From an optimization exercise on the open Yosys and OpenROAD flow, aimed at small area, a short achievable clock period and few clock cycles per item; shortcuts taken in it are not production practice. Only simulation tests tie the RTL to the original design; equivalence was not proved. Power and IR drop assume default switching activity.

Design xb64_engine, start of the top module:
module xb64_engine (
    input  wire        clk,
    input  wire        rst,
    input  wire        cmd_valid,
    output wire        cmd_ready,
    input  wire [2:0]  cmd_op,
    input  wire [4:0]  cmd_klen,
    input  wire [7:0]  cmd_tlen,
    input  wire        in_valid,
    output wire        in_ready,
    input  wire [7:0]  in_data,
    output wire        out_valid,
    input  wire        out_ready,
    output wire [7:0]  out_data,
    output wire        done,
    output wire [2:0]  err_code,
    output wire [15:0] err_info
);
    localparam [7:0] PAD = 8'h3d;    
    function [7:0] b64_sym(input [5:0] v);
        case (v)
        6'd0: b64_sym = 8'h41;
        6'd1: b64_sym = 8'h42;
        6'd2: b64_sym = 8'h43;
        6'd3: b64_sym = 8'h44;
        6'd4: b64_sym = 8'h45;
        6'd5: b64_sym = 8'h46;
        6'd6: b64_sym = 8'h47;
        6'd7: b64_sym = 8'h48;
        6'd8: b64_sym = 8'h49;
        6'd9: b64_sym = 8'h4a;
        6'd10: b64_sym = 8'h4b;
        6'd11: b64_sym = 8'h4c;
        6'd12: b64_sym = 8'h4d;
        6'd13: b64_sym = 8'h4e;
        6'd14: b64_sym = 8'h4f;
        6'd15: b64_sym = 8'h50;
        6'd16: b64_sym = 8'h51;
        6'd17: b64_sym = 8'h52;
        6'd18: b64_sym = 8'h53;
        6'd19: b64_sym = 8'h54;
        6'd20: b64_sym = 8'h55;
        6'd21: b64_sym = 8'h56;
        6'd22: b64_sym = 8'h57;
        6'd23: b64_sym = 8'h58;
        6'd24: b64_sym = 8'h59;
        6'd25: b64_sym = 8'h5a;
        6'd26: b64_sym = 8'h61;
        6'd27: b64_sym = 8'h62;
        6'd28: b64_sym = 8'h63;
        6'd29: b64_sym = 8'h64;
        6'd30: b64_sym = 8'h65;
        6'd31: b64_sym = 8'h66;
        6'd32: b64_sym = 8'h67;
        6'd33: b64_sym = 8'h68;
        6'd34: b64_sym = 8'h69;
        6'd35: b64_sym = 8'h6a;
        6'd36: b64_sym = 8'h6b;
        6'd37: b64_sym = 8'h6c;
        6'd38: b64_sym = 8'h6d;
        6'd39: b64_sym = 8'h6e;
        6'd40: b64_sym = 8'h6f;
        6'd41: b64_sym = 8'h70;
        6'd42: b64_sym = 8'h71;
        6'd43: b64_sym = 8'h72;
        6'd44: b64_sym = 8'h73;
        6'd45: b64_sym = 8'h74;
        6'd46: b64_sym = 8'h75;
        6'd47: b64_sym = 8'h76;
        6'd48: b64_sym = 8'h77;
        6'd49: b64_sym = 8'h78;
        6'd50: b64_sym = 8'h79;
        6'd51: b64_sym = 8'h7a;
  ...
export LEC_CHECK = 0
export CAP_MARGIN = 20
export CORE_MARGIN = 2
export CORE_UTILIZATION = 40
export CTS_BUF_LIST = sky130_fd_sc_hd__clkbuf_16
export CTS_CLUSTER_DIAMETER = 80
export CTS_CLUSTER_SIZE = 30
export SLEW_MARGIN = 20
create_clock -name core_clock -period 10.0 [get_ports {clk}]
standard.sh (not shown) runs the stock make flow with config.mk's settings and CLKGATE_MAP_FILE= SYNTH_SCRIPT=/design/flow/synth_recipe.tcl, a recipe that flattens the netlist after the stock synthesis.
==> flow/flow/run.sh <==
#!/bin/bash
# The standard layout, with plain buffers on the ports (instead of the
# delay-cell buffers the resizer picks by default) and repair_timing aiming
# for extra setup slack.  Each tool's output goes to the ORFS logs; make's
# own output goes to standard.log here.
set -euo pipefail
export BUFFER_PORTS_ARGS="-buffer_cell sky130_fd_sc_hd__buf_2"
export SETUP_SLACK_MARGIN=6.8
bash standard.sh > standard.log 2>&1
The first run passed the timing, design-rule and antenna checks.
Testbench counts at the start, summed over its fixed seeds: cycles 27,994, bytes 23,804.
Rerun with:
--- a/flow/flow/run.sh
+++ b/flow/flow/run.sh
@@ -8 +8 @@
-export SETUP_SLACK_MARGIN=6.8
+export SETUP_SLACK_MARGIN=6.9
After rerunning: The new run finished with timing, DRC and antenna clean. Worst setup slack gets better by 71 ps. Hold slack gets better by 3.7 ps. Power shrinks by 3.8%. Non-clock buffer count shrinks by 12. Synthesized cell count does not change.
Rerun with:
==> flow/flow/run.sh (replaced) <==
#!/bin/bash
# The standard layout, with plain buffers on the ports, repair_timing
# aiming for extra setup slack, and a flatter clock tree.  Each tool's output
# goes to the ORFS logs; make's own output goes to standard.log here.
set -euo pipefail
export BUFFER_PORTS_ARGS="-buffer_cell sky130_fd_sc_hd__buf_2"
export SETUP_SLACK_MARGIN=7.0
export CTS_ARGS="-sink_clustering_enable -repair_clock_nets -sink_clustering_size 30 -sink_clustering_max_diameter 80 -buf_list sky130_fd_sc_hd__clkbuf_16 -sink_clustering_levels 1"
bash standard.sh > standard.log 2>&1
Effect:
- first-iteration DRC count goes down by 0.76%
- routed wire length goes up by 1.4%
- clock skew goes up by 17 ps
- core utilization goes up by 1.1 points
- clock power goes up by 4.7%
- sequential share of layout area goes down by 1.1 points

what the ideal ports hide:
In the flow no input, the clock included, has a driving cell. The finished layouts below were timed again as built, in two steps. Step 1: set_driving_cell puts a clkbuf_16 on clk and a buf_2 on each other input, an assumption about the parent block. Step 2 adds t to the input delays and takes it off the output delays; t is the mean of the earliest and latest rising clock arrival at the registers after step 1. Input paths then give back, and output paths get back, about the clock's delay inside the block. Three values: ideal, step 1, step 2; two values: the first two.
run | shift t [ns] | setup WS [ns] | worst hold slack (ns) | clock arrival spread, ns | worst slew at a driven data input, ns
the first run | 0.593 | 6.879 / 6.828 / 6.378 | 0.341 / 0.341 / 0.341 | 0.041 / 0.041 | 0.09
the second run | 0.585 | 6.950 / 6.899 / 6.441 | 0.344 / 0.344 / 0.344 | 0.024 / 0.023 | 0.10
the third run | 0.574 | 6.939 / 6.888 / 6.464 | 0.321 / 0.321 / 0.321 | 0.040 / 0.040 | 0.11
After both steps setup and hold are still met in every run listed. For the second run, which loses most, drivers alone change the setup slack by -0.051 ns; drivers and shift together by -0.509 ns.
